Context: an optimization exercise on an open-source flow, tuned for small area, a short achievable clock period and few clock cycles per item. The choices shown serve that exercise and are no tape-out recipe. No run shown here included a check of the RTL's function; only the layout flow was run. Power is estimated from default activity; no workload was simulated.

### flow/config.mk
export PLATFORM = sky130hd
export DESIGN_NAME = gsm7_alpha
export DESIGN_NICKNAME = gsm7_alpha
export VERILOG_FILES = /design/flow/design.v
export SDC_FILE = /design/flow/constraint.sdc
export NUM_CORES = 4
export LEC_CHECK = 0
export CAP_MARGIN = 20
export CORE_MARGIN = 2
export CORE_UTILIZATION = 40
export SLEW_MARGIN = 20
### flow/constraint.sdc
create_clock -name core_clock -period 8.0 [get_ports {clk}]
set_input_delay 1.6000 -clock core_clock [delete_from_list [all_inputs] [get_ports {clk}]]
set_output_delay 1.6000 -clock core_clock [all_outputs]
set_load 0.01 [all_outputs]
### flow/design.v
module gsm7_alpha (
    input  wire        clk,
    input  wire        rst,           
    input  wire        cmd_valid,
    output wire        cmd_ready,
    input  wire [2:0]  cmd_op,
    input  wire [15:0] cmd_len,
    input  wire        in_valid,
    output wire        in_ready,
    input  wire [31:0] in_data,
    output reg         out_valid,
    input  wire        out_ready,
    output wire [20:0] out_data,
    output reg         res_valid,
    input  wire        res_ready,
    output wire [7:0]  res_err,
    output wire [15:0] res_count
);
    reg         idle;         
    reg         inr;          
    reg         is_dec, is_val;
    reg  [1:0]  pol;          
    reg         imm_op, imm_len;    
    reg  [10:0] rem;          
    reg         esc, half, flt, alla;
    reg         r_v, s_v;
    reg  [11:0] r_e, s_e;
    reg  [13:0] od;
    reg  [4:0]  err;          
    reg  [11:0] cnt;
    assign cmd_ready = idle;
    assign in_ready  = inr;
    assign out_data  = {7'd0, od};
    assign res_err   = {3'd0, err};
    assign res_count = {4'd0, cnt};
    wire acc = in_valid && inr;
    wire in_scalar = (in_data[31:21] == 11'd0) && !(in_data[20] && in_data[19:16] != 4'd0) &&
                     !(in_data[20:16] == 5'd0 && in_data[15:11] == 5'b11011);
    wire in_lo  = (in_data[31:8] == 24'd0);
    wire in_eur = (in_data == 32'h000020AC);
    wire in_gk  = (in_data[31:7] == 25'd7) || in_eur;
    wire in_bad = is_dec ? !in_lo : !in_scalar;
    wire in_xd  = in_lo && (in_data[7:0] == 8'h0A || in_data[7:0] == 8'h14 || in_data[7:0] == 8'h28 ||
                            in_data[7:0] == 8'h29 || in_data[7:0] == 8'h2F || in_data[7:0] == 8'h3C ||
                            in_data[7:0] == 8'h3D || in_data[7:0] == 8'h3E || in_data[7:0] == 8'h40 ||
                            in_data[7:0] == 8'h65);
    wire in_xe  = in_eur || (in_lo && (in_data[7:0] == 8'h0C || in_data[7:0] == 8'h5B || in_data[7:0] == 8'h5C ||
                                       in_data[7:0] == 8'h5D || in_data[7:0] == 8'h5E || in_data[7:0] == 8'h7B ||
                                       in_data[7:0] == 8'h7C || in_data[7:0] == 8'h7D || in_data[7:0] == 8'h7E));
    wire in_x   = is_dec ? in_xd : in_xe;
    wire [11:0] in_e = {in_x, in_bad, in_lo, in_gk, in_data[7] && !in_eur, in_data[6:0]};
    wire        r_x   = r_e[11];
    wire        r_bad = r_e[10];
    wire [7:0]  b     = r_e[7:0];
    wire [12:0] t_i = {is_dec, esc, half, r_e[9:0]};
    wire [15:0] t_y;
    wire t_000_;
    wire t_001_;
    wire t_002_;
    wire t_003_;
    wire t_004_;
    wire t_005_;
    wire t_006_;
    wire t_007_;
    wire t_008_;
    wire t_009_;
    wire t_010_;
    wire t_011_;
    wire t_012_;
    wire t_013_;
    wire t_014_;
    wire t_015_;
    wire t_016_;
    wire t_017_;
    wire t_018_;
    wire t_019_;
    wire t_020_;
    wire t_021_;
    wire t_022_;
    wire t_023_;
    wire t_024_;
    wire t_025_;
    wire t_026_;
    wire t_027_;
    wire t_028_;
    wire t_029_;
    wire t_030_;
    wire t_031_;
    wire t_032_;
    wire t_033_;
    wire t_034_;
    wire t_035_;
    wire t_036_;
    wire t_037_;
    wire t_038_;
    wire t_039_;
    wire t_040_;
    wire t_041_;
    wire t_042_;
    wire t_043_;
    wire t_044_;
    wire t_045_;
    wire t_046_;
    wire t_047_;
    wire t_048_;
    wire t_049_;
    wire t_050_;
    wire t_051_;
    wire t_052_;
    wire t_053_;
    wire t_054_;
    wire t_055_;
    wire t_056_;
    wire t_057_;
    wire t_058_;
    wire t_059_;
    wire t_060_;
    wire t_061_;
    wire t_062_;
    wire t_063_;
    wire t_064_;
    wire t_065_;
    wire t_066_;
    wire t_067_;
    wire t_068_;
    wire t_069_;
    wire t_070_;
    wire t_071_;
    wire t_072_;
    wire t_073_;
    wire t_074_;
    wire t_075_;
    wire t_076_;
    wire t_077_;
    wire t_078_;
    wire t_079_;
    wire t_080_;
    wire t_081_;
    wire t_082_;
    wire t_083_;
    wire t_084_;
    wire t_085_;
    wire t_086_;
    wire t_087_;
    wire t_088_;
    wire t_089_;
    wire t_090_;
    wire t_091_;
    wire t_092_;
    wire t_093_;
    wire t_094_;
    wire t_095_;
    wire t_096_;
    wire t_097_;
    wire t_098_;
    wire t_099_;
    wire t_100_;
    wire t_101_;
    wire t_102_;
    wire t_103_;
    wire t_104_;
    wire t_105_;
    wire t_106_;
    wire t_107_;
    wire t_108_;
    wire t_109_;
    wire t_110_;
    wire t_111_;
    wire t_112_;
    wire t_113_;
    wire t_114_;
    wire t_115_;
    wire t_116_;
    wire t_117_;
    wire t_118_;
    wire t_119_;
    wire t_120_;
    wire t_121_;
    wire t_122_;
    wire t_123_;
    wire t_124_;
    wire t_125_;
    wire t_126_;
    wire t_127_;
    wire t_128_;
    wire t_129_;
    wire t_130_;
    wire t_131_;
    wire t_132_;
    wire t_133_;
    wire t_134_;
    wire t_135_;
    wire t_136_;
    wire t_137_;
    wire t_138_;
    wire t_139_;
    wire t_140_;
    wire t_141_;
    wire t_142_;
    wire t_143_;
    wire t_144_;
    wire t_145_;
    wire t_146_;
    wire t_147_;
    wire t_148_;
    wire t_149_;
    wire t_150_;
    wire t_151_;
    wire t_152_;
    wire t_153_;
    wire t_154_;
    wire t_155_;
    wire t_156_;
    wire t_157_;
    wire t_158_;
    wire t_159_;
    wire t_160_;
    wire t_161_;
    wire t_162_;
    wire t_163_;
    wire t_164_;
    wire t_165_;
    wire t_166_;
    wire t_167_;
    wire t_168_;
    wire t_169_;
    wire t_170_;
    wire t_171_;
    wire t_172_;
    wire t_173_;
    wire t_174_;
    wire t_175_;
    wire t_176_;
    wire t_177_;
    wire t_178_;
    wire t_179_;
    wire t_180_;
    wire t_181_;
    wire t_182_;
    wire t_183_;
    wire t_184_;
    wire t_185_;
    wire t_186_;
    wire t_187_;
    wire t_188_;
    wire t_189_;
    wire t_190_;
    wire t_191_;
    wire t_192_;
    wire t_193_;
    wire t_194_;
    wire t_195_;
    wire t_196_;
    wire t_197_;
    wire t_198_;
    wire t_199_;
    wire t_200_;
    wire t_201_;
    wire t_202_;
    wire t_203_;
    wire t_204_;
    wire t_205_;
    wire t_206_;
    wire t_207_;
    wire t_208_;
    wire t_209_;
    wire t_210_;
    wire t_211_;
    wire t_212_;
    wire t_213_;
    wire t_214_;
    wire t_215_;
    wire t_216_;
    wire t_217_;
    wire t_218_;
    wire t_219_;
    wire t_220_;
    wire t_221_;
    wire t_222_;
    wire t_223_;
    wire t_224_;
    wire t_225_;
    wire t_226_;
    wire t_227_;
    wire t_228_;
    wire t_229_;
    wire t_230_;
    wire t_231_;
    wire t_232_;
    wire t_233_;
    wire t_234_;
    wire t_235_;
    wire t_236_;
    wire t_237_;
    wire t_238_;
    wire t_239_;
    wire t_240_;
    wire t_241_;
    wire t_242_;
    wire t_243_;
    wire t_244_;
    wire t_245_;
    wire t_246_;
    wire t_247_;
    wire t_248_;
    wire t_249_;
    wire t_250_;
    wire t_251_;
    wire t_252_;
    wire t_253_;
    wire t_254_;
    wire t_255_;
    wire t_256_;
    wire t_257_;
    wire t_258_;
    wire t_259_;
    wire t_260_;
    wire t_261_;
    wire t_262_;
    wire t_263_;
    wire t_264_;
    wire t_265_;
    wire t_266_;
    wire t_267_;
    wire t_268_;
    wire t_269_;
    wire t_270_;
    wire t_271_;
    wire t_272_;
    wire t_273_;
    wire t_274_;
    wire t_275_;
    wire t_276_;
    wire t_277_;
    wire t_278_;
    wire t_279_;
    wire t_280_;
    wire t_281_;
    wire t_282_;
    wire t_283_;
    wire t_284_;
    wire t_285_;
    wire t_286_;
    wire t_287_;
    wire t_288_;
    wire t_289_;
    wire t_290_;
    wire t_291_;
    wire t_292_;
    wire t_293_;
    wire t_294_;
    wire t_295_;
    wire t_296_;
    wire t_297_;
    wire t_298_;
    wire t_299_;
    wire t_300_;
    wire t_301_;
    wire t_302_;
    wire t_303_;
    wire t_304_;
    wire t_305_;
    wire t_306_;
    wire t_307_;
    wire t_308_;
    wire t_309_;
    wire t_310_;
    wire t_311_;
    wire t_312_;
    wire t_313_;
    wire t_314_;
    wire t_315_;
    wire t_316_;
    wire t_317_;
    wire t_318_;
    wire t_319_;
    wire t_320_;
    wire t_321_;
    wire t_322_;
    wire t_323_;
    wire t_324_;
    wire t_325_;
    wire t_326_;
    wire t_327_;
    wire t_328_;
    wire t_329_;
    wire t_330_;
    wire t_331_;
    wire t_332_;
    wire t_333_;
    wire t_334_;
    wire t_335_;
    wire t_336_;
    wire t_337_;
    wire t_338_;
    wire t_339_;
    wire t_340_;
    wire t_341_;
    wire t_342_;
    wire t_343_;
    wire t_344_;
    wire t_345_;
    wire t_346_;
    wire t_347_;
    wire t_348_;
    assign t_155_ = t_i[8] | ~(t_i[9]);
    assign t_165_ = t_i[5] & ~(t_155_);
    assign t_176_ = ~t_i[7];
    assign t_187_ = ~t_i[1];
    assign t_197_ = t_i[3] & t_i[0];
    assign t_207_ = t_197_ & ~(t_187_);
    assign t_218_ = ~t_i[4];
    assign t_229_ = t_i[3] & t_i[2];
    assign t_239_ = t_229_ & ~(t_218_);
    assign t_250_ = ~((t_207_ & t_i[4]) | t_239_);
    assign t_261_ = t_i[1] & ~(t_i[0]);
    assign t_271_ = t_i[4] & ~(t_i[3]);
    assign t_282_ = t_i[2] & t_i[0];
    assign t_288_ = ~t_282_;
    assign t_289_ = t_i[3] & ~(t_i[1]);
    assign t_290_ = ~((t_289_ & t_288_) | (t_271_ & t_261_));
    assign t_291_ = ~(t_i[4] & t_i[2]);
    assign t_292_ = t_291_ | t_176_;
    assign t_293_ = t_i[3] | t_i[0];
    assign t_294_ = t_i[4] | t_i[1];
    assign t_295_ = ~(t_294_ | t_293_);
    assign t_296_ = t_i[4] & t_i[0];
    assign t_297_ = ~t_296_;
    assign t_298_ = ~(t_i[3] | t_i[2]);
    assign t_299_ = t_298_ & ~(t_i[1]);
    assign t_300_ = t_299_ & ~(t_297_);
    assign t_301_ = ~(t_300_ | t_295_);
    assign t_302_ = ~((t_292_ | t_290_) & t_301_);
    assign t_303_ = ~((t_250_ & t_176_) | t_302_);
    assign t_304_ = ~t_i[6];
    assign t_305_ = ~t_298_;
    assign t_306_ = ~((t_207_ & t_i[4]) | t_295_);
    assign t_307_ = ~(t_306_ | t_305_);
    assign t_308_ = t_307_ | t_304_;
    assign t_309_ = t_i[7] & t_i[6];
    assign t_310_ = t_309_ | ~(t_308_);
    assign t_311_ = t_310_ & ~(t_303_);
    assign t_312_ = t_i[7] & ~(t_i[6]);
    assign t_313_ = ~(t_312_ & t_i[2]);
    assign t_314_ = ~(t_313_ | t_306_);
    assign t_315_ = ~((t_314_ | t_311_) & t_165_);
    assign t_316_ = ~(t_312_ & t_i[0]);
    assign t_317_ = t_165_ & ~(t_316_);
    assign t_318_ = t_317_ | ~(t_315_);
    assign t_319_ = ~(t_i[2] | t_i[1]);
    assign t_320_ = t_i[2] & t_i[1];
    assign t_321_ = ~(t_320_ | t_319_);
    assign t_322_ = ~t_i[3];
    assign t_323_ = t_218_ ? t_322_ : t_229_;
    assign t_324_ = t_323_ & ~(t_321_);
    assign t_325_ = t_i[9] | ~(t_i[8]);
    assign t_326_ = t_325_ | t_i[6];
    assign t_327_ = t_i[7] & ~(t_326_);
    assign t_328_ = ~(t_i[6] | t_i[5]);
    assign t_329_ = ~(t_328_ & t_i[4]);
    assign t_330_ = t_329_ | ~(t_327_);
    assign t_331_ = ~(t_i[0] | t_i[1]);
    assign t_332_ = ~t_331_;
    assign t_333_ = t_i[0] & ~(t_i[2]);
    assign t_334_ = t_i[2] & ~(t_i[0]);
    assign t_335_ = ~(t_334_ | t_333_);
    assign t_336_ = ~((t_335_ | t_187_) & (t_332_ | t_229_));
    assign t_337_ = t_i[5] & ~(t_i[0]);
    assign t_338_ = ~(t_289_ & t_176_);
    assign t_339_ = t_337_ & ~(t_338_);
    assign t_340_ = ~(t_i[5] | t_i[1]);
    assign t_341_ = ~t_340_;
    assign t_342_ = t_i[7] & ~(t_i[3]);
    assign t_343_ = ~((t_342_ & t_341_) | t_339_);
    assign t_344_ = t_i[2] & ~(t_261_);
    assign t_345_ = t_i[5] & ~(t_i[4]);
    assign t_346_ = t_291_ | t_i[5];
    assign t_347_ = t_i[0] & ~(t_294_);
    assign t_348_ = t_347_ | ~(t_346_);
    assign t_000_ = ~((t_345_ & t_344_) | t_348_);
    assign t_001_ = t_000_ | t_326_;
    assign t_002_ = ~((t_001_ | t_343_) & (t_336_ | t_330_));
    assign t_003_ = ~t_339_;
    assign t_004_ = t_308_ | t_155_;
    assign t_005_ = ~((t_003_ & t_303_) | t_004_);
    assign t_006_ = t_005_ | t_002_;
    assign t_007_ = ~((t_324_ & t_318_) | t_006_);
    assign t_008_ = ~(t_345_ & t_327_);
    assign t_009_ = ~t_319_;
    assign t_010_ = ~t_i[0];
    assign t_011_ = t_i[2] | ~(t_i[1]);
    assign t_012_ = t_011_ | t_i[4];
    assign t_013_ = t_010_ & ~(t_012_);
    assign t_014_ = ~((t_009_ & t_i[3]) | t_013_);
    assign t_015_ = ~t_014_;
    assign t_016_ = ~((t_008_ & t_007_) | t_015_);
    assign t_017_ = t_176_ & ~(t_155_);
    assign t_018_ = ~t_017_;
    assign t_019_ = t_197_ & ~(t_i[2]);
    assign t_020_ = t_331_ | t_320_;
    assign t_021_ = ~((t_020_ | t_019_) & t_218_);
    assign t_022_ = ~t_i[2];
    assign t_023_ = ~(t_i[4] | t_i[3]);
    assign t_024_ = t_023_ & ~(t_022_);
    assign t_025_ = t_024_ | t_239_;
    assign t_026_ = t_025_ | t_300_;
    assign t_027_ = t_021_ & ~(t_026_);
    assign t_028_ = t_i[2] & ~(t_i[4]);
    assign t_029_ = ~(t_028_ | t_207_);
    assign t_030_ = t_027_ & ~(t_029_);
    assign t_031_ = ~t_i[5];
    assign t_032_ = ~(t_013_ | t_300_);
    assign t_033_ = ~((t_295_ | t_031_) & t_032_);
    assign t_034_ = t_033_ | t_307_;
    assign t_035_ = ~(t_034_ | t_030_);
    assign t_036_ = ~t_035_;
    assign t_037_ = t_i[3] & ~(t_i[4]);
    assign t_038_ = t_i[4] & t_i[3];
    assign t_039_ = t_038_ & ~(t_304_);
    assign t_040_ = ~((t_i[2] | t_i[0]) & t_039_);
    assign t_041_ = t_017_ & ~(t_040_);
    assign t_042_ = t_i[0] & ~(t_321_);
    assign t_043_ = t_041_ & ~(t_042_);
    assign t_044_ = ~t_043_;
    assign t_045_ = t_i[6] & ~(t_i[5]);
    assign t_046_ = ~((t_045_ & t_044_) | (t_037_ & t_036_));
    assign t_047_ = ~((t_344_ | t_340_) & (t_322_ | t_010_));
    assign t_048_ = t_038_ & ~(t_047_);
    assign t_049_ = t_294_ | t_i[5];
    assign t_050_ = t_019_ & ~(t_049_);
    assign t_051_ = t_050_ | t_024_;
    assign t_052_ = t_295_ & ~(t_031_);
    assign t_053_ = t_207_ & ~(t_346_);
    assign t_054_ = t_053_ | t_052_;
    assign t_055_ = t_054_ | t_051_;
    assign t_056_ = t_055_ | t_048_;
    assign t_057_ = t_155_ | ~(t_309_);
    assign t_058_ = t_056_ & ~(t_057_);
    assign t_059_ = t_i[0] & ~(t_i[3]);
    assign t_060_ = ~((t_059_ & t_218_) | t_176_);
    assign t_061_ = t_060_ & ~(t_290_);
    assign t_062_ = t_i[6] & ~(t_061_);
    assign t_063_ = ~(t_060_ & t_304_);
    assign t_064_ = ~(t_063_ & t_165_);
    assign t_065_ = ~(t_i[5] | t_i[3]);
    assign t_066_ = ~(t_065_ & t_010_);
    assign t_067_ = ~(t_197_ & t_i[5]);
    assign t_068_ = ~((t_067_ & t_066_) | t_i[2]);
    assign t_069_ = ~((t_068_ | t_330_) & (t_064_ | t_062_));
    assign t_070_ = t_069_ | t_058_;
    assign t_071_ = t_315_ & ~(t_070_);
    assign t_072_ = ~((t_046_ | t_018_) & t_071_);
    assign t_073_ = ~(t_072_ | t_016_);
    assign t_y[14] = ~t_073_;
    assign t_074_ = t_i[5] & t_i[2];
    assign t_075_ = t_i[4] & ~(t_i[6]);
    assign t_076_ = t_i[0] & t_i[1];
    assign t_077_ = ~((t_075_ | t_074_) & t_076_);
    assign t_078_ = t_058_ & ~(t_077_);
    assign t_079_ = ~t_328_;
    assign t_080_ = t_187_ & ~(t_038_);
    assign t_081_ = t_080_ & ~(t_022_);
    assign t_082_ = ~t_321_;
    assign t_083_ = ~((t_082_ & t_296_) | t_024_);
    assign t_084_ = t_083_ & ~(t_081_);
    assign t_085_ = t_084_ | t_079_;
    assign t_086_ = t_i[3] & ~(t_i[0]);
    assign t_087_ = ~(t_086_ & t_017_);
    assign t_088_ = ~(t_043_ | t_002_);
    assign t_089_ = ~((t_087_ | t_085_) & t_088_);
    assign t_y[15] = t_089_ | t_078_;
    assign t_090_ = t_i[11] | ~(t_i[12]);
    assign t_091_ = t_090_ | t_207_;
    assign t_092_ = t_091_ | t_329_;
    assign t_y[8] = t_027_ & ~(t_092_);
    assign t_093_ = ~t_i[11];
    assign t_094_ = t_308_ | ~(t_250_);
    assign t_095_ = ~((t_035_ | t_i[6]) & t_094_);
    assign t_096_ = t_i[5] & t_i[3];
    assign t_097_ = ~t_096_;
    assign t_098_ = ~((t_066_ | t_218_) & t_097_);
    assign t_099_ = ~(t_i[7] | t_i[6]);
    assign t_100_ = ~t_099_;
    assign t_101_ = t_098_ & ~(t_100_);
    assign t_102_ = t_187_ & ~(t_028_);
    assign t_103_ = t_i[4] & ~(t_i[2]);
    assign t_104_ = t_102_ & ~(t_103_);
    assign t_105_ = t_i[4] | ~(t_i[6]);
    assign t_106_ = t_176_ & ~(t_105_);
    assign t_107_ = ~(t_066_ | t_009_);
    assign t_108_ = ~((t_107_ & t_106_) | (t_104_ & t_101_));
    assign t_109_ = t_334_ & ~(t_038_);
    assign t_110_ = t_320_ & ~(t_109_);
    assign t_111_ = ~(t_110_ & t_083_);
    assign t_112_ = t_101_ & ~(t_111_);
    assign t_113_ = ~t_013_;
    assign t_114_ = ~t_106_;
    assign t_115_ = ~t_074_;
    assign t_116_ = ~(t_059_ & t_187_);
    assign t_117_ = t_116_ | t_115_;
    assign t_118_ = t_i[7] | ~(t_i[3]);
    assign t_119_ = t_118_ | ~(t_328_);
    assign t_120_ = ~((t_119_ | t_113_) & (t_117_ | t_114_));
    assign t_121_ = ~(t_120_ | t_112_);
    assign t_122_ = ~((t_121_ & t_108_) | t_093_);
    assign t_123_ = t_i[12] & ~(t_122_);
    assign t_124_ = ~t_123_;
    assign t_125_ = ~t_i[12];
    assign t_126_ = t_094_ | t_125_;
    assign t_y[7] = ~((t_126_ & t_124_) | (t_095_ & t_093_));
    assign t_127_ = t_i[10] | ~(t_y[15]);
    assign t_128_ = ~((t_127_ | t_y[14]) & t_125_);
    assign t_129_ = ~(t_108_ & t_i[11]);
    assign t_130_ = ~(t_129_ | t_112_);
    assign t_131_ = ~(t_053_ | t_308_);
    assign t_132_ = ~((t_027_ | t_079_) & t_093_);
    assign t_133_ = ~((t_132_ | t_131_) & t_i[12]);
    assign t_y[6] = ~((t_133_ | t_130_) & (t_128_ | t_007_));
    assign t_134_ = t_073_ & ~(t_y[15]);
    assign t_135_ = t_i[8] & ~(t_337_);
    assign t_136_ = ~(t_096_ | t_065_);
    assign t_137_ = ~(t_136_ & t_135_);
    assign t_138_ = t_337_ ^ t_321_;
    assign t_139_ = ~(t_138_ & t_041_);
    assign t_140_ = t_139_ & t_137_;
    assign t_141_ = ~t_140_;
    assign t_142_ = t_i[5] & ~(t_i[6]);
    assign t_143_ = ~((t_142_ & t_036_) | t_141_);
    assign t_144_ = ~((t_143_ | t_i[7]) & t_315_);
    assign t_145_ = ~(t_144_ | t_134_);
    assign t_146_ = t_187_ & ~(t_334_);
    assign t_147_ = t_122_ & ~(t_146_);
    assign t_148_ = ~((t_086_ & t_i[1]) | t_333_);
    assign t_149_ = t_148_ | t_023_;
    assign t_150_ = ~t_038_;
    assign t_151_ = ~t_102_;
    assign t_152_ = ~((t_146_ | t_150_) & (t_151_ | t_293_));
    assign t_153_ = t_149_ & ~(t_152_);
    assign t_154_ = t_030_ | ~(t_153_);
    assign t_156_ = ~((t_154_ & t_304_) | t_131_);
    assign t_157_ = t_i[11] | t_i[5];
    assign t_158_ = ~((t_157_ | t_156_) & t_i[12]);
    assign t_y[5] = ~((t_158_ | t_147_) & (t_145_ | t_128_));
    assign t_159_ = ~((t_331_ & t_322_) | t_i[6]);
    assign t_160_ = ~((t_159_ & t_148_) | t_207_);
    assign t_161_ = ~((t_160_ | t_142_) & t_i[4]);
    assign t_162_ = t_319_ & ~(t_304_);
    assign t_163_ = t_162_ & t_052_;
    assign t_164_ = t_093_ & ~(t_163_);
    assign t_166_ = t_328_ & ~(t_282_);
    assign t_167_ = t_218_ & ~(t_298_);
    assign t_168_ = ~(t_167_ & t_166_);
    assign t_169_ = ~((t_168_ | t_160_) & t_164_);
    assign t_170_ = t_169_ | ~(t_161_);
    assign t_171_ = t_130_ | ~(t_170_);
    assign t_172_ = ~(t_134_ | t_128_);
    assign t_173_ = ~((t_218_ | t_i[8]) & (t_022_ | t_187_));
    assign t_174_ = t_067_ & ~(t_176_);
    assign t_175_ = t_174_ & t_173_;
    assign t_177_ = t_i[6] & ~(t_291_);
    assign t_178_ = t_177_ | t_333_;
    assign t_179_ = ~((t_178_ | t_317_) & (t_175_ | t_058_));
    assign t_180_ = ~t_327_;
    assign t_181_ = t_031_ & ~(t_336_);
    assign t_182_ = ~(t_261_ & t_i[4]);
    assign t_183_ = t_142_ | ~(t_105_);
    assign t_184_ = ~(t_183_ | t_162_);
    assign t_185_ = t_184_ & t_182_;
    assign t_186_ = ~(t_096_ | t_086_);
    assign t_188_ = t_185_ & ~(t_186_);
    assign t_189_ = t_218_ & ~(t_293_);
    assign t_190_ = ~((t_189_ & t_309_) | (t_176_ & t_i[4]));
    assign t_191_ = ~((t_190_ | t_188_) & (t_181_ | t_180_));
    assign t_192_ = t_179_ & ~(t_191_);
    assign t_y[4] = ~((t_192_ & t_172_) | (t_171_ & t_i[12]));
    assign t_193_ = ~((t_185_ & t_012_) | t_322_);
    assign t_194_ = t_163_ | ~(t_085_);
    assign t_195_ = ~((t_194_ | t_193_) & t_093_);
    assign t_196_ = ~(t_i[5] & t_i[8]);
    assign t_198_ = ~(t_175_ | t_058_);
    assign t_199_ = ~((t_177_ | t_118_) & t_198_);
    assign t_200_ = ~(t_299_ | t_207_);
    assign t_201_ = ~((t_200_ & t_141_) | (t_199_ & t_196_));
    assign t_y[3] = ~((t_201_ & t_172_) | (t_195_ & t_123_));
    assign t_202_ = t_207_ & ~(t_i[5]);
    assign t_203_ = ~((t_043_ | t_i[7]) & t_202_);
    assign t_204_ = t_271_ | t_261_;
    assign t_205_ = t_204_ | t_347_;
    assign t_206_ = t_114_ & ~(t_205_);
    assign t_208_ = ~(t_099_ | t_340_);
    assign t_209_ = ~((t_100_ | t_341_) & t_293_);
    assign t_210_ = ~((t_209_ | t_208_) & (t_206_ | t_312_));
    assign t_211_ = ~t_312_;
    assign t_212_ = t_177_ & ~(t_187_);
    assign t_213_ = t_212_ | t_i[8];
    assign t_214_ = ~((t_213_ & t_096_) | t_163_);
    assign t_215_ = t_294_ | t_i[0];
    assign t_216_ = ~((t_215_ | t_211_) & t_214_);
    assign t_217_ = ~((t_210_ & t_i[2]) | t_216_);
    assign t_219_ = ~(t_217_ & t_203_);
    assign t_220_ = t_179_ & ~(t_219_);
    assign t_221_ = t_096_ & t_309_;
    assign t_222_ = t_220_ & ~(t_221_);
    assign t_223_ = ~t_142_;
    assign t_224_ = t_i[1] ? t_037_ : t_038_;
    assign t_225_ = t_223_ & ~(t_224_);
    assign t_226_ = t_225_ & t_094_;
    assign t_227_ = ~(t_056_ | t_040_);
    assign t_228_ = t_i[2] & ~(t_227_);
    assign t_230_ = t_228_ | t_226_;
    assign t_231_ = t_340_ & ~(t_291_);
    assign t_232_ = t_231_ | t_109_;
    assign t_233_ = t_077_ & ~(t_232_);
    assign t_234_ = ~((t_049_ | t_197_) & t_233_);
    assign t_235_ = ~((t_234_ & t_226_) | t_090_);
    assign t_236_ = ~((t_235_ & t_230_) | (t_122_ & t_343_));
    assign t_y[2] = ~((t_236_ & t_128_) | (t_222_ & t_172_));
    assign t_237_ = ~(t_197_ & t_i[4]);
    assign t_238_ = ~((t_237_ & t_166_) | (t_223_ & t_239_));
    assign t_240_ = ~((t_238_ & t_164_) | t_068_);
    assign t_241_ = t_i[1] & ~(t_i[3]);
    assign t_242_ = t_241_ & ~(t_103_);
    assign t_243_ = t_029_ & ~(t_242_);
    assign t_244_ = ~((t_243_ | t_079_) & (t_056_ | t_040_));
    assign t_245_ = t_129_ & ~(t_244_);
    assign t_246_ = ~((t_240_ | t_i[1]) & t_245_);
    assign t_247_ = ~((t_036_ | t_i[6]) & t_187_);
    assign t_248_ = t_040_ & ~(t_i[7]);
    assign t_249_ = ~((t_047_ & t_327_) | t_317_);
    assign t_251_ = t_065_ | t_010_;
    assign t_252_ = ~((t_097_ & t_i[2]) | t_251_);
    assign t_253_ = ~t_037_;
    assign t_254_ = t_197_ | ~(t_294_);
    assign t_255_ = t_i[5] & ~(t_i[2]);
    assign t_256_ = ~t_255_;
    assign t_257_ = ~((t_256_ & t_i[3]) | (t_254_ & t_253_));
    assign t_258_ = ~((t_231_ | t_i[7]) & t_i[6]);
    assign t_259_ = ~((t_258_ | t_257_) & (t_252_ | t_249_));
    assign t_260_ = ~((t_248_ & t_247_) | t_259_);
    assign t_y[1] = ~((t_260_ & t_172_) | (t_246_ & t_i[12]));
    assign t_262_ = t_309_ | t_i[0];
    assign t_263_ = t_165_ & ~(t_319_);
    assign t_264_ = ~((t_263_ & t_262_) | (t_042_ & t_i[3]));
    assign t_265_ = ~((t_180_ & t_i[4]) | t_264_);
    assign t_266_ = ~((t_305_ | t_297_) & t_214_);
    assign t_267_ = t_266_ | t_265_;
    assign t_268_ = ~((t_340_ & t_i[4]) | t_176_);
    assign t_269_ = t_i[0] & ~(t_268_);
    assign t_270_ = ~((t_115_ & t_i[0]) | t_320_);
    assign t_272_ = t_140_ ? t_269_ : t_270_;
    assign t_273_ = t_272_ | t_267_;
    assign t_274_ = ~((t_220_ & t_058_) | t_273_);
    assign t_275_ = t_337_ | t_125_;
    assign t_276_ = t_275_ | t_255_;
    assign t_277_ = ~((t_226_ | t_010_) & t_131_);
    assign t_278_ = ~((t_231_ | t_048_) & (t_322_ | t_022_));
    assign t_279_ = ~((t_298_ | t_i[5]) & t_i[0]);
    assign t_280_ = t_271_ | t_i[5];
    assign t_281_ = t_059_ | ~(t_320_);
    assign t_283_ = t_304_ & ~(t_347_);
    assign t_284_ = ~((t_281_ | t_280_) & t_283_);
    assign t_285_ = t_279_ & ~(t_284_);
    assign t_286_ = ~((t_285_ & t_278_) | t_i[11]);
    assign t_287_ = ~((t_286_ & t_277_) | (t_276_ & t_124_));
    assign t_y[0] = ~((t_274_ & t_172_) | t_287_);
    assign t_y[13] = t_122_ & ~(t_126_);
    assign t_y[12:9] = { 3'h0, t_y[8] };
    wire [1:0]  cls   = t_y[15:14];
    wire [13:0] t_d   = t_y[13:0];
    wire can_out = !out_valid || out_ready;
    wire pe      = r_v && !res_valid;
    reg        s_emit, s_fault;
    reg [4:0]  s_err;
    reg        s_esc, s_half, s_alla;
    always @(*) begin
        s_emit  = 1'b0;
        s_fault = 1'b0;
        s_err   = 5'd0;
        s_esc   = esc;
        s_half  = half;
        s_alla  = alla;
        if (flt) begin
        end else if (r_bad) begin
            s_fault = 1'b1;
            s_err   = 5'h13;
        end else if (is_dec) begin
            if (esc) begin
                s_emit = 1'b1;
                s_esc  = 1'b0;
            end else if (b == 8'h1B) begin
                s_esc = 1'b1;
            end else if (b[7]) begin
                s_fault = 1'b1;
                s_err   = 5'h14;
            end else begin
                s_emit = 1'b1;
            end
        end else if (is_val) begin
            s_alla = alla && cls[1] != cls[0];
        end else if (cls == 2'd1) begin
            s_emit = 1'b1;
        end else if (cls == 2'd2) begin
            s_emit = 1'b1;
            s_half = !half;
        end else begin
            case (pol)
                2'd0: begin s_fault = 1'b1; s_err = 5'h01; end
                2'd1: s_emit = 1'b1;
                2'd2: ;
                default: begin s_fault = 1'b1; s_err = 5'h02; end
            endcase
        end
    end
    wire s_keep = !flt && !r_bad && (is_dec ? (esc && !r_x) : (!is_val && r_x && !half));
    wire go    = pe && can_out;
    wire cons  = go && !s_keep;
    wire emitg = go && s_emit;
    wire drained = (rem == 11'd0) && !r_v && !s_v;
    wire tail    = !idle && is_dec && esc && !flt && drained;
    wire tail_go = tail && can_out;
    wire fin     = !idle && drained && !tail && !res_valid && can_out;
    wire r_v_n = cons ? (s_v || acc) : (r_v || acc);
    wire s_v_n = cons ? (s_v && acc) : (s_v || (r_v && acc));
    wire rem1  = (rem == 11'd1);
    always @(posedge clk) begin
        if (acc && (!r_v || (cons && !s_v)))
            r_e <= in_e;
        else if (cons && s_v)
            r_e <= s_e;
        if (acc && r_v && (!cons || s_v))
            s_e <= in_e;
        if (emitg)
            od <= t_d;
        else if (tail_go)
            od <= 14'h00A0;
        if (rst) begin
            idle      <= 1'b1;
            inr       <= 1'b0;
            is_dec    <= 1'b0;
            is_val    <= 1'b0;
            pol       <= 2'd0;
            imm_op    <= 1'b0;
            imm_len   <= 1'b0;
            rem       <= 11'd0;
            esc       <= 1'b0;
            half      <= 1'b0;
            flt       <= 1'b0;
            alla      <= 1'b1;
            r_v       <= 1'b0;
            s_v       <= 1'b0;
            out_valid <= 1'b0;
            res_valid <= 1'b0;
            err       <= 5'd0;
            cnt       <= 12'd0;
        end else begin
            r_v <= r_v_n;
            s_v <= s_v_n;
            if (acc) rem <= rem - 11'd1;
            if (emitg || tail_go)
                out_valid <= 1'b1;
            else if (out_ready)
                out_valid <= 1'b0;
            if (go) begin
                esc  <= s_esc;
                half <= s_half;
                alla <= s_alla;
                if (s_fault) begin
                    flt <= 1'b1;
                    err <= s_err;
                end
            end
            if (tail_go)
                esc <= 1'b0;
            if (res_valid && res_ready) begin
                res_valid <= 1'b0;
                cnt       <= 12'd0;
                err       <= 5'd0;
            end else if (go && s_fault) begin
                cnt <= 12'd0;
            end else if (go && is_val && !flt && !r_bad) begin
                cnt <= {11'd0, s_alla};
            end else if (emitg || tail_go) begin
                cnt <= cnt + 12'd1;
            end
            if (fin) begin
                res_valid <= 1'b1;
                idle      <= 1'b1;
                if (imm_op)       err <= 5'h10;
                else if (imm_len) err <= 5'h12;
            end
            if (idle && cmd_valid) begin
                idle    <= 1'b0;
                is_dec  <= (cmd_op == 3'd5);
                is_val  <= (cmd_op == 3'd4);
                pol     <= cmd_op[1:0];
                imm_op  <= (cmd_op[2:1] == 2'b11);
                imm_len <= (cmd_len > 16'd1024);
                esc     <= 1'b0;
                half    <= 1'b0;
                flt     <= 1'b0;
                alla    <= 1'b1;
                if (cmd_op[2:1] == 2'b11 || cmd_len > 16'd1024) begin
                    rem <= 11'd0;
                    inr <= 1'b0;
                end else begin
                    rem <= cmd_len[10:0];
                    inr <= (cmd_len != 16'd0);
                end
            end else begin
                inr <= (rem != 11'd0) && !(rem1 && acc) && !(r_v_n && s_v_n);
            end
        end
    end
endmodule
### flow/run.sh
#!/bin/bash
# synth_recipe.tcl (not shown) runs the flow's synth.tcl, then flattens the netlist and writes it again
# the make line also repeats each setting of config.mk as NAME=value (left out here)
make -C /OpenROAD-flow-scripts/flow DESIGN_CONFIG=/design/flow/config.mk WORK_HOME=/design/flow/orfs CLKGATE_MAP_FILE= SYNTH_SCRIPT=/design/flow/synth_recipe.tcl finish
==> results of run 1 <==
-- power by group --
group / internal [mW] / total [mW] / switching (mW) / leakage (nW)
Combinational: 0.110 / 0.278 / 0.167 / 1.74
Clock: 0.247 / 0.425 / 0.178 / 0.153
Sequential: 0.433 / 0.448 / 0.0151 / 0.666
-- state kept, by name (all words and copies together) (netlist names), 2 cells and up --
signal  count
s_e        12
r_e        12
cnt        12
od         10
rem        11
err         5
pol         2
-- metal layers --
| metal | vias to the layer above | global-route usage, % |
|---|---|---|
| li1 | 2953 | - |
| met1 | 2943 | 31.9 |
| met2 | 351 | 35.4 |
| met3 | 50 | 4.26 |
| met4 | 0 | 10.6 |
| met5 | - | 0 |
-- worst max-delay path: stages, from the launching register on --
cell and delay, ns:
edfxtp_1 0.32, buf_4 0.36, clkinv_1 0.42, ha_1 0.36, nand4b_1 0.49, o2111ai_1 0.36, nand3_1 0.12, nor4_1 0.34
nand2_1 0.14, inv_1 0.11, ha_1 0.20, nor3_1 0.07, o21bai_1 0.15, and4b_1 0.46, nor2_1 0.16, inv_1 0.41
nand4_1 0.18, xor2_1 0.19, nor2_1 0.05
-- cells in the final DEF (no fill, tap or decap), types with 17 or more instances in the layout --
cell type,Yosys,final
a21oi_1,69,69
nor2_1,71,71
nand3_1,22,22
o21ai_0,45,45
inv_1,25,25
dfxtp_1,44,44
ha_1,18,18
nor4_1,17,17
edfxtp_1,34,34
conb_1,1,17
clkdlybuf4s50_1,0,88
nand2_1,71,71
nor3_1,35,35
-- kinds of logic (layout without fill, tap and decap cells) --
group / Yosys count / after routing / synth area share, %
xor gates and xnor gates: 14 / 14 / 2.04
DFF: 78 / 78 / 31.6
and+or+nand+nor: 314 / 314 / 27.5
AOI/OAI and AO/OA: 231 / 231 / 25.2
other: 1 / 17 / 0.0624
muxes: 14 / 14 / 2.52
buffers and inverters: 93 / 144 / 7.22
adders and majority gates: 19 / 19 / 3.91
-- per-stage QoR --
stage	setup slack [ns]	total power, mW	hold slack, ns
2_1_floorplan	3.95	0.636	0.440
3_3_place_gp	3.01	0.729	0.451
3_5_place_dp	3.10	0.728	0.465
4_1_cts	3.10	1.15	0.478
5_1_grt	2.64	1.21	0.502
6_report	3.00	1.15	0.474
-- final timing paths --
path	from	to	slack [ns]	cells after the start
worst max-delay path	r_e[0]	cnt[4]	3.00	18
worst min-delay path	rem[9]	rem[9]	0.47	2
worst max register to register	r_e[0]	cnt[4]	3.00	18
worst min register to register	rem[9]	rem[9]	0.47	2
-- final cells by class --
class / instances / area (sq um) / share of cell area [%]
clock inverter: 7 / 78.8 / 1.09
tap: 184 / 230 / 3.17
timing repair buffer: 101 / 978 / 13.5
multi-input combinational: 609 / 3740 / 51.6
sequential: 78 / 1900 / 26.2
clock buffer: 9 / 225 / 3.10
inverter: 27 / 101 / 1.40
==> out/results.ini, run 1 <==
[layout]
fin_cells = 1015
nets = 901
utilization_pct = 49.7
final_cell_area_sq_um = 7260
drive_gt1_share_pct = 6.50
area_growth_pct = 20.7
fillers = 1421
diodes = 0

[power]
power_density_nw_per_um2 = 159
ir_worst_vdd_mv = 0.108
p_leak_nw = 2.56

[timing]
maxSlewViolCount = 0
setup_viol = 0
fmax_ghz = 0.200
worstMarginPinSlew_ns = 0.960
finalSetupTns_ns = 0
fin_crit_sh_pct = 62.6
grt_setup_unrepaired = no
skew_ns = 0.00793
slew_headroom_pct = 35.8
hold_viol = 0
period_minus_slack_ns = 5.00

[synth]
yosys.area.top_type = edfxtp_1
async_flop_share_pct = 0
yosysUniqueCellTypes = 79
yosysSeqAreaShare_pct = 31.6
ys_warn_count = 1
synth_top_area_share_pct = 17.0
synthTopCellsByCount = nand2_1, nor2_1, a21oi_1
ys_top_cells_by_area = edfxtp_1, dfxtp_1, a21oi_1
ys.flop_type = dfxtp_1
ys_ff_latch = 78
synth_edf_count = 34
syn_inst = 764
synth_area_per_cell_sq_um = 7.87
synth_area_sq_um = 6010

[status]
status = finished clean

[drt]
dr.max_layer_used = met4
drtAntennaViolNets = 0
vias_per_cell = 6.20
dr_wl_met3_mm = 1.73
route.detailed.drc = 0
vias = 6297
drt-total-wl_mm = 18.9
drt_iter0_drc = 755
wl_met1_mm = 7.95
dr.pass1.iters = 5
wl_per_cell_um = 18.6
met2_length_mm = 8.50

[clock_network]
insertion_delay_ns = 0.34
cts_root_buf = clkbuf_16
hold_buffers = 0
cts.clk_slew.worst_paths_ns = 0.06
cts_resized = 0
cts_buffers = 9
postCtsSetupBuffers = 0
cts.sinks = 78
htreeDepth = 3
clock_path_buffers = 2
cts_tree = done

[place]
dp.cells = 999
port_buffers = 88
place_congestion = 0.973
placed_cell_area_sq_um = 6950
hpwl_mm = 13.8

[grt]
first_global_vias = 5764
grt_max_degree = 49
antenna_found_initial = 0
grt_pass1_wl_mm = 30.1
track_usage_pct = 23.2
overflow = 0

[min_path]
hp-class = flop to flop

[worst_setup_path]
endpoint_kind = flop
startpoint_type = flop
path_class = flop to flop
cp_max_fo = 38
arrival_ns = 5.23
cp.required_ns = 8.22

[floorplanning]
die_h_um = 127
die_w_um = 127
io_pins = 106
core-area_sq_um = 14600
start_util_pct = 41.2
rows = 44
dieArea_sq_um = 16000

[run]
drv_cap = 0

==> inputs of run 2 (changes only) <==
--- a/flow/config.mk
+++ b/flow/config.mk
@@ -10,2 +10,3 @@
 export CORE_UTILIZATION = 40
+export SETUP_SLACK_MARGIN = 4.5
 export SLEW_MARGIN = 20
==> run 2 against run 1 <==
  * Utilization up 11 points
  * Total power rose by 4.7%
  * Flip-flop and latch count unchanged
  * Critical endpoint is now r_e[7]
  * Area after synthesis did not move
==> out/results.ini, run 2 <==
[worst_setup_path]
arrival_ns = 3.97
startpoint_type = primary input
cp_max_fo = 3
path_class = primary input to flop
endpoint_kind = flop
cp.required_ns = 8.09

[place]
place_congestion = 0.964
dp.cells = 996
port_buffers = 88
placed_cell_area_sq_um = 7030
hpwl_mm = 13.9

[floorplanning]
start_util_pct = 41.2
die_w_um = 127
dieArea_sq_um = 16000
io_pins = 106
rows = 44
core-area_sq_um = 14600
die_h_um = 127

[power]
fin_total_pwr_mw = 1.20
power_density_nw_per_um2 = 135
ir_worst_vdd_mv = 0.0971
p_leak_nw = 3.27

[grt]
overflow = 0
met2_usage_pct = 41.3
met3_usage_pct = 5.86
grt_busiest_layer = met2
antenna_found_initial = 0
grt_max_degree = 48
track_usage_pct = 26.1
first_global_vias = 6352
grt_pass1_wl_mm = 33.4
grtUsageMet1_pct = 33.4

[drt]
vias_per_cell = 6.28
route.detailed.drc = 0
drt_iter0_drc = 792
dr.pass1.iters = 6
drt-total-wl_mm = 22.1
vias = 6926
wl_per_cell_um = 20.0
drtAntennaViolNets = 0

[synth]
async_flop_share_pct = 0
synthTopCellsByCount = nand2_1, nor2_1, a21oi_1
synth_top_area_share_pct = 17.0
yosysUniqueCellTypes = 79
yosysSeqAreaShare_pct = 31.6
yosys.area.top_type = edfxtp_1
ys_ff_latch = 78
synth_area_sq_um = 6010
ys_warn_count = 1
ys_top_cells_by_area = edfxtp_1, dfxtp_1, a21oi_1
synth_area_per_cell_sq_um = 7.87
synth_edf_count = 34
syn_inst = 764
ys.flop_type = dfxtp_1

[clock_network]
cts_root_buf = clkbuf_16
clock_path_buffers = 2
htreeDepth = 3
cts.clk_slew.worst_paths_ns = 0.06
cts.sinks = 78
insertion_delay_ns = 0.34
cts_buffers = 9
cts_tree = done

[layout]
fin_cells = 1102
register_area_sq_um = 1900
final_common_cell = clkdlybuf4s50_1
layout_common_cells = clkdlybuf4s50_1, nand2_1, nor2_1, a21oi_1, buf_4
largest_registers = cnt (12), r_e (12), s_e (12)
diodes = 0
area_growth_pct = 48.1
nets = 988
multi_input_area_sq_um = 4370
drive_gt1_share_pct = 24.4
fillers = 1240
final_cell_area_sq_um = 8900

[status]
status = finished clean

[timing]
hold_viol = 0
whs_ns = 0.473
grt_setup_unrepaired = yes
worstMarginPinSlew_ns = 1.09
maxSlewViolCount = 0
setup_viol = 0
period_minus_slack_ns = 3.88
fin_crit_sh_pct = 48.5
skew_ns = 0.00731
finalSetupTns_ns = 0
fmax_ghz = 0.258
slew_headroom_pct = 27.5

[min_path]
hp-class = flop to flop

[run]
drv_cap = 0

## run 2: cell count changes in the layout (fill, tap and decap cells not counted), moves of 8 or more
cell / previous run / this run
o21ai_0: 45 / 37
buf_4: 13 / 58
buf_6: 0 / 24
nor4_1: 17 / 9
a21oi_1: 69 / 59
buf_12: 0 / 8
## run 2: layer usage
layer | up-vias | wire, um
met5 | - | 0
met4 | 0 | 930
met3 | 89 | 2080
met2 | 434 | 10300
met1 | 3262 | 8740
li1 | 3141 | -
## run 2: layout make-up
type,instances,area share (%)
clock inverter,5,0.365
inverter,27,1.39
timing repair buffer,187,22.5
tap,184,2.59
sequential,78,21.4
multi-input combinational,610,49.1
clock buffer,11,2.74
## run 2: what timing repair did
action	4_1_cts	5_1_grt
buffers inserted	59	21
gates cloned	8	2
resized for setup	108	63
hold buffers	0	0
setup endpoints to repair	78	90
pin swaps	44	31
## run 2: final timing paths
check | startpoint | cells past startpoint | to | slack, ns
min | rem[9] | 2 | rem[9] | 0.47
max | in_data[18] | 7 | r_e[7] | 4.12
max reg2reg | r_e[0] | 18 | od[6] | 4.22
min reg2reg | rem[9] | 2 | rem[9] | 0.47
## run 2: through the flow
step | util, % | worst slack [ns]
after CTS | 57.6 | 4.07
final | 61.0 | 4.12
after detailed placement | 48.2 | 3.57
after global placement | 48.2 | 3.58
after global routing | 61.0 | 4.05
after floorplan | - | 4.03
## run 2: cell families (layout without fill, tap and decap cells)
kind of cell / Yosys count / in the layout / synth area share (%)
and+or+nand+nor: 314 / 315 / 27.5
AOI/OAI and AO/OA: 231 / 231 / 25.2
buffers and inverters: 93 / 230 / 7.22
DFF: 78 / 78 / 31.6
adders and majority gates: 19 / 19 / 3.91
xor gates and xnor gates: 14 / 14 / 2.04
muxes: 14 / 14 / 2.52
other: 1 / 17 / 0.0624
## run 2: where the power goes
part | internal, mW | total (mW) | leakage, nW | switching [mW]
clock network | 0.219 | 0.379 | 0.135 | 0.159
logic | 0.168 | 0.374 | 2.46 | 0.206
registers | 0.433 | 0.451 | 0.666 | 0.0182
total | 0.821 | 1.20 | 3.27 | 0.383
## run 2: worst max-delay path, cell delays in order
cell and delay [ns]:
buf_6 0.09, or4_4 0.52, or4_4 0.43, or4_4 0.57, or3_4 0.35, and2_4 0.15, mux2_4 0.25

==> what the ideal ports hide <==
Ports are ideal in the flow. The routed layouts listed here were re-timed in OpenROAD. Step 1: set_driving_cell puts a clkbuf_16 on clk and a buf_2 on each other input, an assumption about the parent block. Step 2 adds t to the input delays and takes it off the output delays; t is the mean of the earliest and latest rising clock arrival at the registers after step 1. Input paths then give back, and output paths get back, about the clock's delay inside the block. Three values: ideal ports, drivers, drivers and shift; two values: the first two.
run | t, ns | setup slack, ns | slew at the worst register clock pin (ns) | worst data-port slew with drivers (ns)
run 1 | 0.379 | 2.995 / 2.995 / 2.995 | 0.07 / 0.07 | 0.04
run 2 | 0.377 | 4.121 / 4.130 / 3.754 | 0.06 / 0.06 | 0.04
After both steps every run listed still meets setup and hold. For run 2, which loses most, drivers alone change the setup slack by +0.009 ns; drivers and shift together by -0.367 ns.
